This design comes from an exercise in tuning for small area and a short achievable clock period on the open sky130 flow, not from production work. The RTL was checked by simulation tests, not by an equivalence proof against the original design.

**flow/config.mk**
```make
export PLATFORM = sky130hd
export DESIGN_NAME = bam_servo
export DESIGN_NICKNAME = bam_servo
export VERILOG_FILES = /design/flow/design.v
export SDC_FILE = /design/flow/constraint.sdc
export NUM_CORES = 4
export LEC_CHECK = 0
export CAP_MARGIN = 20
export CORE_MARGIN = 2
export CORE_UTILIZATION = 40
export SLEW_MARGIN = 20
export SYNTH_MEMORY_MAX_BITS = 8192
```
**flow/constraint.sdc**
```tcl
create_clock -name core_clock -period 110.0 [get_ports {clk}]
set_input_delay 22.0000 -clock core_clock [delete_from_list [all_inputs] [get_ports {clk}]]
set_output_delay 22.0000 -clock core_clock [all_outputs]
set_load 0.01 [all_outputs]
```
**flow/run.sh**
```bash
#!/bin/bash
# synth_recipe.tcl (not shown) runs the flow's synth.tcl, then flattens the netlist and writes it again
# the make line also repeats each setting of config.mk as NAME=value (left out here)
make -C /OpenROAD-flow-scripts/flow DESIGN_CONFIG=/design/flow/config.mk WORK_HOME=/design/flow/orfs CLKGATE_MAP_FILE= SYNTH_SCRIPT=/design/flow/synth_recipe.tcl finish
```
**flow/design.v**
```verilog
module bam_cos_rom (
    input  wire [8:0]  addr,
    output reg  [15:0] data
);
    always @(*) begin
        case (addr)
            9'd0: data = 16'd32768;
            9'd1: data = 16'd32767;
            9'd2: data = 16'd32766;
            9'd3: data = 16'd32762;
            9'd4: data = 16'd32758;
            9'd5: data = 16'd32753;
            9'd6: data = 16'd32746;
            9'd7: data = 16'd32738;
            9'd8: data = 16'd32729;
            9'd9: data = 16'd32718;
            9'd10: data = 16'd32706;
            9'd11: data = 16'd32693;
            9'd12: data = 16'd32679;
            9'd13: data = 16'd32664;
            9'd14: data = 16'd32647;
            9'd15: data = 16'd32629;
            9'd16: data = 16'd32610;
            9'd17: data = 16'd32590;
            9'd18: data = 16'd32568;
            9'd19: data = 16'd32546;
            9'd20: data = 16'd32522;
            9'd21: data = 16'd32496;
            9'd22: data = 16'd32470;
            9'd23: data = 16'd32442;
            9'd24: data = 16'd32413;
            9'd25: data = 16'd32383;
            9'd26: data = 16'd32352;
            9'd27: data = 16'd32319;
            9'd28: data = 16'd32286;
            9'd29: data = 16'd32251;
            9'd30: data = 16'd32214;
            9'd31: data = 16'd32177;
            9'd32: data = 16'd32138;
            9'd33: data = 16'd32099;
            9'd34: data = 16'd32058;
            9'd35: data = 16'd32015;
            9'd36: data = 16'd31972;
            9'd37: data = 16'd31927;
            9'd38: data = 16'd31881;
            9'd39: data = 16'd31834;
            9'd40: data = 16'd31786;
            9'd41: data = 16'd31737;
            9'd42: data = 16'd31686;
            9'd43: data = 16'd31634;
            9'd44: data = 16'd31581;
            9'd45: data = 16'd31527;
            9'd46: data = 16'd31471;
            9'd47: data = 16'd31415;
            9'd48: data = 16'd31357;
            9'd49: data = 16'd31298;
            9'd50: data = 16'd31238;
            9'd51: data = 16'd31177;
            9'd52: data = 16'd31114;
            9'd53: data = 16'd31050;
            9'd54: data = 16'd30986;
            9'd55: data = 16'd30920;
            9'd56: data = 16'd30853;
            9'd57: data = 16'd30784;
            9'd58: data = 16'd30715;
            9'd59: data = 16'd30644;
            9'd60: data = 16'd30572;
            9'd61: data = 16'd30499;
            9'd62: data = 16'd30425;
            9'd63: data = 16'd30350;
            9'd64: data = 16'd30274;
            9'd65: data = 16'd30196;
            9'd66: data = 16'd30118;
            9'd67: data = 16'd30038;
            9'd68: data = 16'd29957;
            9'd69: data = 16'd29875;
            9'd70: data = 16'd29792;
            9'd71: data = 16'd29707;
            9'd72: data = 16'd29622;
            9'd73: data = 16'd29535;
            9'd74: data = 16'd29448;
            9'd75: data = 16'd29359;
            9'd76: data = 16'd29269;
            9'd77: data = 16'd29178;
            9'd78: data = 16'd29086;
            9'd79: data = 16'd28993;
            9'd80: data = 16'd28899;
            9'd81: data = 16'd28803;
            9'd82: data = 16'd28707;
            9'd83: data = 16'd28610;
            9'd84: data = 16'd28511;
            9'd85: data = 16'd28411;
            9'd86: data = 16'd28311;
            9'd87: data = 16'd28209;
            9'd88: data = 16'd28106;
            9'd89: data = 16'd28002;
            9'd90: data = 16'd27897;
            9'd91: data = 16'd27791;
            9'd92: data = 16'd27684;
            9'd93: data = 16'd27576;
            9'd94: data = 16'd27467;
            9'd95: data = 16'd27357;
            9'd96: data = 16'd27246;
            9'd97: data = 16'd27133;
            9'd98: data = 16'd27020;
            9'd99: data = 16'd26906;
            9'd100: data = 16'd26791;
            9'd101: data = 16'd26674;
            9'd102: data = 16'd26557;
            9'd103: data = 16'd26439;
            9'd104: data = 16'd26320;
            9'd105: data = 16'd26199;
            9'd106: data = 16'd26078;
            9'd107: data = 16'd25956;
            9'd108: data = 16'd25833;
            9'd109: data = 16'd25708;
            9'd110: data = 16'd25583;
            9'd111: data = 16'd25457;
            9'd112: data = 16'd25330;
            9'd113: data = 16'd25202;
            9'd114: data = 16'd25073;
            9'd115: data = 16'd24943;
            9'd116: data = 16'd24812;
            9'd117: data = 16'd24680;
            9'd118: data = 16'd24548;
            9'd119: data = 16'd24414;
            9'd120: data = 16'd24279;
            9'd121: data = 16'd24144;
            9'd122: data = 16'd24008;
            9'd123: data = 16'd23870;
            9'd124: data = 16'd23732;
            9'd125: data = 16'd23593;
            9'd126: data = 16'd23453;
            9'd127: data = 16'd23312;
            9'd128: data = 16'd23170;
            9'd129: data = 16'd23028;
            9'd130: data = 16'd22884;
            9'd131: data = 16'd22740;
            9'd132: data = 16'd22595;
            9'd133: data = 16'd22449;
            9'd134: data = 16'd22302;
            9'd135: data = 16'd22154;
            9'd136: data = 16'd22006;
            9'd137: data = 16'd21856;
            9'd138: data = 16'd21706;
            9'd139: data = 16'd21555;
            9'd140: data = 16'd21403;
            9'd141: data = 16'd21251;
            9'd142: data = 16'd21097;
            9'd143: data = 16'd20943;
            9'd144: data = 16'd20788;
            9'd145: data = 16'd20632;
            9'd146: data = 16'd20475;
            9'd147: data = 16'd20318;
            9'd148: data = 16'd20160;
            9'd149: data = 16'd20001;
            9'd150: data = 16'd19841;
            9'd151: data = 16'd19681;
            9'd152: data = 16'd19520;
            9'd153: data = 16'd19358;
            9'd154: data = 16'd19195;
            9'd155: data = 16'd19032;
            9'd156: data = 16'd18868;
            9'd157: data = 16'd18703;
            9'd158: data = 16'd18538;
            9'd159: data = 16'd18372;
            9'd160: data = 16'd18205;
            9'd161: data = 16'd18037;
            9'd162: data = 16'd17869;
            9'd163: data = 16'd17700;
            9'd164: data = 16'd17531;
            9'd165: data = 16'd17361;
            9'd166: data = 16'd17190;
            9'd167: data = 16'd17018;
            9'd168: data = 16'd16846;
            9'd169: data = 16'd16673;
            9'd170: data = 16'd16500;
            9'd171: data = 16'd16326;
            9'd172: data = 16'd16151;
            9'd173: data = 16'd15976;
            9'd174: data = 16'd15800;
            9'd175: data = 16'd15624;
            9'd176: data = 16'd15447;
            9'd177: data = 16'd15269;
            9'd178: data = 16'd15091;
            9'd179: data = 16'd14912;
            9'd180: data = 16'd14733;
            9'd181: data = 16'd14553;
            9'd182: data = 16'd14373;
            9'd183: data = 16'd14192;
            9'd184: data = 16'd14010;
            9'd185: data = 16'd13828;
            9'd186: data = 16'd13646;
            9'd187: data = 16'd13463;
            9'd188: data = 16'd13279;
            9'd189: data = 16'd13095;
            9'd190: data = 16'd12910;
            9'd191: data = 16'd12725;
            9'd192: data = 16'd12540;
            9'd193: data = 16'd12354;
            9'd194: data = 16'd12167;
            9'd195: data = 16'd11980;
            9'd196: data = 16'd11793;
            9'd197: data = 16'd11605;
            9'd198: data = 16'd11417;
            9'd199: data = 16'd11228;
            9'd200: data = 16'd11039;
            9'd201: data = 16'd10850;
            9'd202: data = 16'd10660;
            9'd203: data = 16'd10469;
            9'd204: data = 16'd10279;
            9'd205: data = 16'd10088;
            9'd206: data = 16'd9896;
            9'd207: data = 16'd9704;
            9'd208: data = 16'd9512;
            9'd209: data = 16'd9319;
            9'd210: data = 16'd9127;
            9'd211: data = 16'd8933;
            9'd212: data = 16'd8740;
            9'd213: data = 16'd8546;
            9'd214: data = 16'd8351;
            9'd215: data = 16'd8157;
            9'd216: data = 16'd7962;
            9'd217: data = 16'd7767;
            9'd218: data = 16'd7571;
            9'd219: data = 16'd7376;
            9'd220: data = 16'd7180;
            9'd221: data = 16'd6983;
            9'd222: data = 16'd6787;
            9'd223: data = 16'd6590;
            9'd224: data = 16'd6393;
            9'd225: data = 16'd6195;
            9'd226: data = 16'd5998;
            9'd227: data = 16'd5800;
            9'd228: data = 16'd5602;
            9'd229: data = 16'd5404;
            9'd230: data = 16'd5205;
            9'd231: data = 16'd5007;
            9'd232: data = 16'd4808;
            9'd233: data = 16'd4609;
            9'd234: data = 16'd4410;
            9'd235: data = 16'd4211;
            9'd236: data = 16'd4011;
            9'd237: data = 16'd3812;
            9'd238: data = 16'd3612;
            9'd239: data = 16'd3412;
            9'd240: data = 16'd3212;
            9'd241: data = 16'd3012;
            9'd242: data = 16'd2811;
            9'd243: data = 16'd2611;
            9'd244: data = 16'd2411;
            9'd245: data = 16'd2210;
            9'd246: data = 16'd2009;
            9'd247: data = 16'd1809;
            9'd248: data = 16'd1608;
            9'd249: data = 16'd1407;
            9'd250: data = 16'd1206;
            9'd251: data = 16'd1005;
            9'd252: data = 16'd804;
            9'd253: data = 16'd603;
            9'd254: data = 16'd402;
            9'd255: data = 16'd201;
            9'd256: data = 16'd0;
            default: data = 16'd0;
        endcase
    end
endmodule
module bam_kin (
    input  wire [9:0]  raw,
    input  wire [9:0]  offset,
    input  wire [9:0]  anchor,
    input  wire [15:0] l1,
    input  wire [15:0] l2,
    input  wire        kin_style,    
    output wire [16:0] len,
    output reg         fault
);
    wire [9:0] a = raw - offset;
    wire signed [11:0] w = (a <= 10'd512) ? $signed({2'b00, a}) : $signed({2'b00, a}) - 12'sd1024;
    reg signed [11:0] j;
    always @(*) begin
        if (!kin_style) begin
            j     = w + $signed({2'b00, anchor});
            fault = (j < 0) || (j > 12'sd512);
        end else begin
            if (w < 0)
                j = 12'sd0;
            else if (w > 12'sd256)
                j = 12'sd256;
            else
                j = w;
            fault = 1'b0;
        end
    end
    wire [9:0] k = j[9:0];
    reg  [8:0] rom_addr;
    reg        neg;
    always @(*) begin
        if (k <= 10'd256) begin
            rom_addr = k[8:0];
            neg      = 1'b0;
        end else if (k <= 10'd512) begin
            rom_addr = 9'(10'd512 - k);
            neg      = 1'b1;
        end else if (k <= 10'd768) begin
            rom_addr = 9'(k - 10'd512);
            neg      = 1'b1;
        end else begin
            rom_addr = 9'(11'd1024 - k);
            neg      = 1'b0;
        end
    end
    wire [15:0] rom_val;
    bam_cos_rom u_rom (.addr(rom_addr), .data(rom_val));
    wire signed [16:0] c = neg ? -$signed({1'b0, rom_val}) : $signed({1'b0, rom_val});
    wire [31:0] l1sq  = l1 * l1;
    wire [31:0] l2sq  = l2 * l2;
    wire [32:0] sumsq = l1sq + l2sq;
    wire [31:0] l1l2  = l1 * l2;
    wire signed [49:0] prod = $signed({1'b0, l1l2}) * c;
    wire signed [49:0] rad  = $signed({3'b000, sumsq, 14'b0}) - prod;
    wire [47:0] r = rad[47:0];
    reg [47:0] rem;
    reg [47:0] root;
    reg [47:0] bitv;
    integer i;
    always @(*) begin
        rem  = r;
        root = 48'd0;
        bitv = 48'd1 << 46;
        for (i = 0; i < 24; i = i + 1) begin
            if (rem >= root + bitv) begin
                rem  = rem - (root + bitv);
                root = (root >> 1) + bitv;
            end else begin
                root = root >> 1;
            end
            bitv = bitv >> 2;
        end
    end
    assign len = root[23:7];
endmodule
module bam_plaw (
    input  wire [16:0]        target,
    input  wire [16:0]        len,
    input  wire [23:0]        kp,
    input  wire [14:0]        duty_fs,
    output wire signed [15:0] duty
);
    wire signed [17:0] e     = $signed({1'b0, target}) - $signed({1'b0, len});
    wire               e_neg = e[17];
    wire [17:0]        e_abs = e_neg ? -e : e;
    wire [38:0] gain  = kp * duty_fs;
    wire [56:0] p_abs = gain * e_abs;
    wire [56:0] p_rnd = p_abs + (57'd1 << 27);
    wire [28:0] m     = p_rnd[56:28];
    wire [14:0] mc = (m > {14'd0, duty_fs}) ? duty_fs : m[14:0];
    assign duty = e_neg ? -$signed({1'b0, mc}) : $signed({1'b0, mc});
endmodule
module bam_servo (
    input  wire        clk,
    input  wire        rst,
    input  wire        cmd_valid,
    output wire        cmd_ready,
    input  wire [39:0] cmd_word,
    output reg         rsp_valid,
    output reg  [1:0]  rsp_status,
    output reg  [31:0] rsp_data,
    input  wire        tick_valid,
    input  wire [31:0] tick_now,
    input  wire        estop_req,
    input  wire [9:0]  enc_raw,
    output reg         enc_strobe,
    output wire [14:0] pwm_a,
    output wire [14:0] pwm_b,
    output wire        diag_irq
);
    localparam [3:0] OP_NOP   = 4'h0, OP_SET   = 4'h1, OP_ESTOP = 4'h2, OP_QUERY = 4'h3,
                     OP_TICK  = 4'h4, OP_CFGW  = 4'h5, OP_CFGR  = 4'h6, OP_STATR = 4'h7,
                     OP_CLR   = 4'h8;
    localparam [1:0] RSP_OK = 2'd0, RSP_ILLEGAL = 2'd1, RSP_REJECTED = 2'd2;
    localparam F_KIN = 0, F_CLAMP = 1, F_OVERRUN = 2, F_ILLEGAL = 3, F_REJECT = 4, F_ABORT = 5;
    reg        kin_style, fault_policy;
    reg [15:0] cfg_l1, cfg_l2;
    reg [9:0]  cfg_offset, cfg_anchor;
    reg [16:0] cfg_lmin, cfg_lmax;
    reg [23:0] cfg_kp;
    reg [14:0] cfg_duty_fs;
    reg [31:0] cfg_min_period;
    reg [5:0]  cfg_irq_mask;
    reg               st_enabled;
    reg        [16:0] st_target;
    reg        [31:0] st_last_update;
    reg signed [15:0] st_duty;
    reg        [14:0] out_pwm_a, out_pwm_b;
    reg        [5:0]  st_flags;
    reg               st_last_fault;
    reg        [16:0] st_last_length;
    reg        [9:0]  st_last_raw;
    reg        [31:0] st_tick_count;
    assign cmd_ready = ~rst;
    assign pwm_a     = out_pwm_a;
    assign pwm_b     = out_pwm_b;
    assign diag_irq  = |(st_flags & cfg_irq_mask);
    wire [3:0]  op   = cmd_word[39:36];
    wire [3:0]  idx  = cmd_word[35:32];
    wire [31:0] data = cmd_word[31:0];
    wire idx_op   = (op == OP_CFGW) || (op == OP_CFGR) || (op == OP_STATR);
    wire illegal  = (op > OP_CLR) || (!idx_op && idx != 4'd0) || (idx_op && idx > 4'd10);
    wire cmd_ok   = cmd_valid && !illegal;
    wire do_set   = cmd_ok && (op == OP_SET);
    wire do_estop = cmd_ok && (op == OP_ESTOP);
    wire do_query = cmd_ok && (op == OP_QUERY);
    wire do_tick  = cmd_ok && (op == OP_TICK);
    wire do_cfgw  = cmd_ok && (op == OP_CFGW);
    wire do_cfgr  = cmd_ok && (op == OP_CFGR);
    wire do_statr = cmd_ok && (op == OP_STATR);
    wire do_clr   = cmd_ok && (op == OP_CLR);
    wire [31:0] t_lo       = (data < {15'd0, cfg_lmin}) ? {15'd0, cfg_lmin} : data;
    wire [31:0] t_clamped  = (t_lo > {15'd0, cfg_lmax}) ? {15'd0, cfg_lmax} : t_lo;
    wire        set_clamp  = do_set && (t_clamped != data);
    wire cfg_reject = do_cfgw && st_enabled && (idx != 4'd10);
    wire cfg_write  = do_cfgw && !cfg_reject;
    wire [31:0] cmd_elapsed   = data - st_last_update;
    wire        cmd_tick_dis  = do_tick && !st_enabled;
    wire        cmd_tick_per  = do_tick && st_enabled && (cmd_elapsed < cfg_min_period);
    wire        cmd_tick_app  = do_tick && st_enabled && !(cmd_elapsed < cfg_min_period);
    wire        en_p1     = do_set ? 1'b1 : (do_estop ? 1'b0 : st_enabled);
    wire [16:0] target_p1 = do_set ? t_clamped[16:0] : st_target;
    wire stop_any = do_estop || estop_req;
    wire en_p2    = estop_req ? 1'b0 : en_p1;
    wire [31:0] port_elapsed = tick_now - st_last_update;
    wire        port_drop    = tick_valid && cmd_tick_app;
    wire        port_app     = tick_valid && !cmd_tick_app && en_p2 &&
                               !(port_elapsed < cfg_min_period);
    wire [16:0] kin_len;
    wire        kin_fault;
    bam_kin u_kin (
        .raw       (enc_raw),
        .offset    (cfg_offset),
        .anchor    (cfg_anchor),
        .l1        (cfg_l1),
        .l2        (cfg_l2),
        .kin_style (kin_style),
        .len       (kin_len),
        .fault     (kin_fault)
    );
    wire        tick_app = cmd_tick_app || port_app;
    wire [31:0] tick_ts  = cmd_tick_app ? data : tick_now;
    wire signed [15:0] plaw_duty;
    bam_plaw u_plaw (
        .target  (target_p1),
        .len     (kin_len),
        .kp      (cfg_kp),
        .duty_fs (cfg_duty_fs),
        .duty    (plaw_duty)
    );
    wire signed [15:0] tick_duty = kin_fault ? (fault_policy ? st_duty : 16'sd0) : plaw_duty;
    reg signed [15:0] duty_next;
    wire signed [15:0] duty_neg = -duty_next;
    always @(*) begin
        if (port_app)
            duty_next = tick_duty;
        else if (stop_any)
            duty_next = 16'sd0;
        else if (cmd_tick_app)
            duty_next = tick_duty;
        else
            duty_next = st_duty;
    end
    wire [5:0] flag_set;
    assign flag_set[F_KIN]     = tick_app && kin_fault;
    assign flag_set[F_CLAMP]   = set_clamp;
    assign flag_set[F_OVERRUN] = port_drop;
    assign flag_set[F_ILLEGAL] = cmd_valid && illegal;
    assign flag_set[F_REJECT]  = cfg_reject;
    assign flag_set[F_ABORT]   = 1'b0;
    wire [5:0] flag_clr = do_clr ? data[5:0] : 6'd0;
    reg [31:0] cfg_rdata;
    always @(*) begin
        case (idx)
            4'd0:    cfg_rdata = {30'd0, fault_policy, kin_style};
            4'd1:    cfg_rdata = {16'd0, cfg_l1};
            4'd2:    cfg_rdata = {16'd0, cfg_l2};
            4'd3:    cfg_rdata = {22'd0, cfg_offset};
            4'd4:    cfg_rdata = {22'd0, cfg_anchor};
            4'd5:    cfg_rdata = {15'd0, cfg_lmin};
            4'd6:    cfg_rdata = {15'd0, cfg_lmax};
            4'd7:    cfg_rdata = {8'd0, cfg_kp};
            4'd8:    cfg_rdata = {17'd0, cfg_duty_fs};
            4'd9:    cfg_rdata = cfg_min_period;
            4'd10:   cfg_rdata = {26'd0, cfg_irq_mask};
            default: cfg_rdata = 32'd0;
        endcase
    end
    reg [31:0] stat_rdata;
    always @(*) begin
        case (idx)
            4'd0:    stat_rdata = {28'd0, diag_irq, st_last_fault, 1'b0, st_enabled};
            4'd1:    stat_rdata = {26'd0, st_flags};
            4'd2:    stat_rdata = {15'd0, st_target};
            4'd3:    stat_rdata = {{16{st_duty[15]}}, st_duty};
            4'd4:    stat_rdata = {17'd0, out_pwm_a};
            4'd5:    stat_rdata = {17'd0, out_pwm_b};
            4'd6:    stat_rdata = {15'd0, st_last_length};
            4'd7:    stat_rdata = st_last_update;
            4'd8:    stat_rdata = st_tick_count;
            4'd9:    stat_rdata = {22'd0, st_last_raw};
            4'd10:   stat_rdata = 32'h42414D01;
            default: stat_rdata = 32'd0;
        endcase
    end
    reg [1:0]  rsp_status_next;
    reg [31:0] rsp_data_next;
    always @(*) begin
        rsp_status_next = RSP_OK;
        rsp_data_next   = 32'd0;
        if (illegal)
            rsp_status_next = RSP_ILLEGAL;
        else if (cfg_reject)
            rsp_status_next = RSP_REJECTED;
        else if (op == OP_CFGR)
            rsp_data_next = cfg_rdata;
        else if (op == OP_STATR)
            rsp_data_next = stat_rdata;
        else if (op == OP_QUERY)
            rsp_data_next = {kin_fault, 14'd0, kin_len};
        else if (op == OP_TICK)
            rsp_data_next = cmd_tick_dis ? 32'd1 : (cmd_tick_per ? 32'd2 : 32'd0);
    end
    always @(posedge clk) begin
        if (rst) begin
            kin_style      <= 1'b0;
            fault_policy   <= 1'b0;
            cfg_l1         <= 16'd13107;
            cfg_l2         <= 16'd3604;
            cfg_offset     <= 10'd0;
            cfg_anchor     <= 10'd0;
            cfg_lmin       <= 17'd9503;
            cfg_lmax       <= 17'd16679;
            cfg_kp         <= 24'd75776;
            cfg_duty_fs    <= 15'd1023;
            cfg_min_period <= 32'd0;
            cfg_irq_mask   <= 6'd0;
            st_enabled     <= 1'b0;
            st_target      <= 17'd0;
            st_last_update <= 32'd0;
            st_duty        <= 16'sd0;
            out_pwm_a      <= 15'd0;
            out_pwm_b      <= 15'd0;
            st_flags       <= 6'd0;
            st_last_fault  <= 1'b0;
            st_last_length <= 17'd0;
            st_last_raw    <= 10'd0;
            st_tick_count  <= 32'd0;
            rsp_valid      <= 1'b0;
            rsp_status     <= 2'd0;
            rsp_data       <= 32'd0;
            enc_strobe     <= 1'b0;
        end else begin
            if (cfg_write) begin
                case (idx)
                    4'd0:  {fault_policy, kin_style} <= data[1:0];
                    4'd1:  cfg_l1         <= data[15:0];
                    4'd2:  cfg_l2         <= data[15:0];
                    4'd3:  cfg_offset     <= data[9:0];
                    4'd4:  cfg_anchor     <= data[9:0];
                    4'd5:  cfg_lmin       <= data[16:0];
                    4'd6:  cfg_lmax       <= data[16:0];
                    4'd7:  cfg_kp         <= data[23:0];
                    4'd8:  cfg_duty_fs    <= data[14:0];
                    4'd9:  cfg_min_period <= data;
                    4'd10: cfg_irq_mask   <= data[5:0];
                    default: ;
                endcase
            end
            st_enabled <= en_p2;
            st_target  <= target_p1;
            if (tick_app) begin
                st_last_raw    <= enc_raw;
                st_last_length <= kin_len;
                st_last_fault  <= kin_fault;
                st_last_update <= tick_ts;
                st_tick_count  <= st_tick_count + 32'd1;
            end
            st_duty   <= duty_next;
            out_pwm_a <= (duty_next > 0) ? duty_next[14:0] : 15'd0;
            out_pwm_b <= (duty_next > 0) ? 15'd0 : duty_neg[14:0];
            st_flags <= (st_flags & ~flag_clr) | flag_set;
            rsp_valid  <= cmd_valid;
            rsp_status <= cmd_valid ? rsp_status_next : 2'd0;
            rsp_data   <= cmd_valid ? rsp_data_next : 32'd0;
            enc_strobe <= do_query || tick_app;
        end
    end
endmodule
```
==> run notes <==
## final timing paths
path	startpoint	end	slack, ns
max	enc_raw[6]	out_pwm_a[7]$_SDFF_PP0_	6.18
min	st_flags[5]$_SDFF_PP0_	st_flags[5]$_SDFF_PP0_	0.46
max reg2reg	cfg_offset[2]$_SDFFE_PP0P_	out_pwm_a[7]$_SDFF_PP0_	27.95
min reg2reg	st_flags[5]$_SDFF_PP0_	st_flags[5]$_SDFF_PP0_	0.46
## synthesized netlist by cell type, drive strengths merged, types with 195 or more instances
| master | number | area [um2] |
|---|---|---|
| inv | 2436 | 9140 |
| fa | 1948 | 39000 |
| xor2 | 195 | 1710 |
| xnor2 | 346 | 3040 |
| ha | 1118 | 14000 |
| nand2 | 1894 | 7130 |
| nor2 | 891 | 3350 |
| and2 | 625 | 3910 |
| a21oi | 740 | 3730 |
| o21ai | 422 | 2120 |
| dfxtp | 363 | 7270 |
| clkbuf | 586 | 2200 |
## repair_timing
item / in CTS / in global routing
setup buffers: 0 / 19
resized for setup: 0 / 127
setup endpoints to repair: 0 / 46
## per-stage QoR
stage / cell area (um2) / utilization, %
final: 123000 / 43.2
after floorplan: 114000 / -
after global routing: 123000 / 43.2
after global placement: 121000 / 42.4
after detailed placement: 121000 / 42.4
after CTS: 122000 / 42.9
## placed cells by master, fill, tap and decap left out, types with 150 or more instances in the layout
cell type	netlist	layout
nand2_1	1887	1882
nor2b_1	154	154
fa_1	1948	1948
nand2b_1	185	184
o21bai_1	151	150
buf_4	10	320
clkdlybuf4s50_1	0	153
inv_1	2423	2422
and2_1	624	622
xnor2_1	345	323
nand3_1	177	175
o21ai_0	397	390
a21oi_1	736	730
dfxtp_1	363	342
nor2_1	889	874
ha_1	1118	1114
xor2_1	195	177
a21o_1	153	153
## critical path: cells and delay by family
family	cells	cell delay [ns]
mux	11	3.31
buf+inv	39	7.28
simple gates	123	22.33
fa+ha+maj	37	13.80
xor+xnor	4	0.76
compound gates	176	34.44
## metal layers
metal,share of wire (%),wire length (um),vias to the layer above
met4,4.8,19700,18
met3,9.4,38700,883
li1,-,-,44500
met1,43,177000,49200
met5,0.025,103,-
met2,43,177000,4577
## cell families after synthesis
logic type                 count (synthesis)  share of synthesized area (%)
and+or+nand+nor                         4475                           18.4
adders and majority gates               3067                           46.3
buffers and inverters                   3115                           10.4
xor gates and xnor gates                 542                           4.17
AOI/OAI and AO/OA                       2339                           13.5
muxes                                     96                          0.893
DFF                                      363                           6.36
## sequential cells by signal, summed over array words and instances, names as in the netlist, 16 cells and up
signal / cells
cfg_min_period: 32
rsp_data: 32
st_last_update: 32
st_tick_count: 32
cfg_kp: 24
cfg_lmax: 17
cfg_lmin: 17
st_last_length: 17
st_target: 17
cfg_l1: 16
cfg_l2: 16
st_duty: 16
## area by class of cell
type,instances,area (um2),area share [%]
Antenna cell,10,25.0,0.0204
Clock buffer,54,1110,0.905
Clock inverter,14,229,0.186
Inverter,2441,9240,7.52
Multi-Input combinational cell,10500,96100,78.2
Sequential cell,363,7290,5.94
Tap cell,3762,4710,3.83
Timing Repair Buffer,485,4140,3.37
==> impl_metrics.tcl <==
set metrics [dict create \
    outcome "complete, no violations" \
    yosysWarnings 3 \
    insertion_delay_ns 0.63 \
    wl_um 413000 \
    yosysSeqAreaShare_pct 6.36 \
    hpwl_um 327000 \
    nets 17000 \
    hold_viol_final 0 \
    holdWs_ns 0.461 \
    dpl.cell_count 17500 \
    ys_dominant_reg_cell "dfxtp_1" \
    syn_area_um2 114000 \
    rows 196 \
    setup_tns_ns 0 \
    drc 0 \
    critPathRequiredTime_ns 110.48 \
    hold_depth 2 \
    die_w_um 539 \
    worstPathMaxFanout 39 \
    crit_slowest_cell "clkdlybuf4s50_1" \
    grt_max_degree 79 \
    arrival_ns 104.30 \
    wl_per_cell_um 23.4 \
    portBuffers 154 \
    grt_pass1_wl_um 629000 \
    finClkSkew_ns 0.0534 \
    antenna_found_initial 24 \
    async_flop_share_pct 0 \
    min_period_ns 103.82 \
    clock-sinks 363 \
    synth_cell_type_count 130 \
    cp_common_cell "a21oi_1" \
    crit_path_end_kind "flip-flop" \
    syn_inst 14000 \
    root_buffer "clkbuf_16" \
    synth_edf_count 0 \
    start_kind "primary input" \
    ys_ff_latch 363 \
    use_met1_pct 39.6 \
    worst_slack_ns 6.18 \
    finalNonFillerCells 17700 \
    slew_headroom_pct 12.2 \
    synthToLayoutAreaGrowth_pct 7.46 \
    reg2regPathDepth 390 \
    final-setup-viol-count 0 \
    cts_max_path_buffers 3 \
    cp_slowest_stage_delay_ns 0.70 \
    nFillCells 28500 \
    syn_avg_cell_area_um2 8.17 \
    die_area_um2 290000 \
    via_per_inst 5.62 \
    drt_iter0_markers 10200 \
    via_count 99200 \
    grt-ovfl-total 0 \
    grt_busiest_layer "met2" \
    period_share_pct 94.4 \
    setup.worst_path.class "in -> reg" \
    initial_utilization_pct 40.2 \
    maxCapViolCount 0 \
    preCtsSetupSlack_ns 0.119 \
    tightestPinTransition_ns 1.31 \
    hold_path_class "reg -> reg" \
    die_height_um 539 \
    io_pins 155 \
    track_usage_pct 28.1 \
    tritoncts "yes" \
    grt_pass1_vias 99300 \
    use_met2_pct 42.6 \
    synthesis.nets 17200 \
    drive_above_1_share_pct 5.09 \
    antenna_left 0 \
    met3_usage_pct 5.22 \
    slew_viol_final 0 \
    drt_first_pass_iters 10 \
    hold_buffers 0 \
    cts_buffers 39 \
    fmax_mhz 9.63 \
    clk_pin_slew_ns 0.07 \
    core_um2 285000 \
    htreeDepth 2 \
    gp_congestion 1.01 \
]

what the ideal ports hide:
The results above use ideal ports. As a check the final layout listed here was re-extracted and re-timed, cells and wires unchanged.
Step 1: set_driving_cell puts a clkbuf_16 on clk and a buf_2 on each other input, an assumption about the parent block.
Step 2 adds t to the input delays and takes it off the output delays; t is the mean of the earliest and latest rising clock arrival at the registers after step 1. Input paths then give back, and output paths get back, about the clock's delay inside the block.
Three values: no drivers, after step 1, after step 2; two values: the first two.
shift t [ns]: 0.667
setup slack, ns: 6.179 / 6.227 / 5.559
hold slack, ns: 0.461 / 0.461 / 0.461
worst register clock-pin slew, ns: 0.08 / 0.08
After both steps this run still meets setup and hold. For this run, drivers alone change the setup slack by +0.048 ns; drivers and shift together by -0.620 ns.
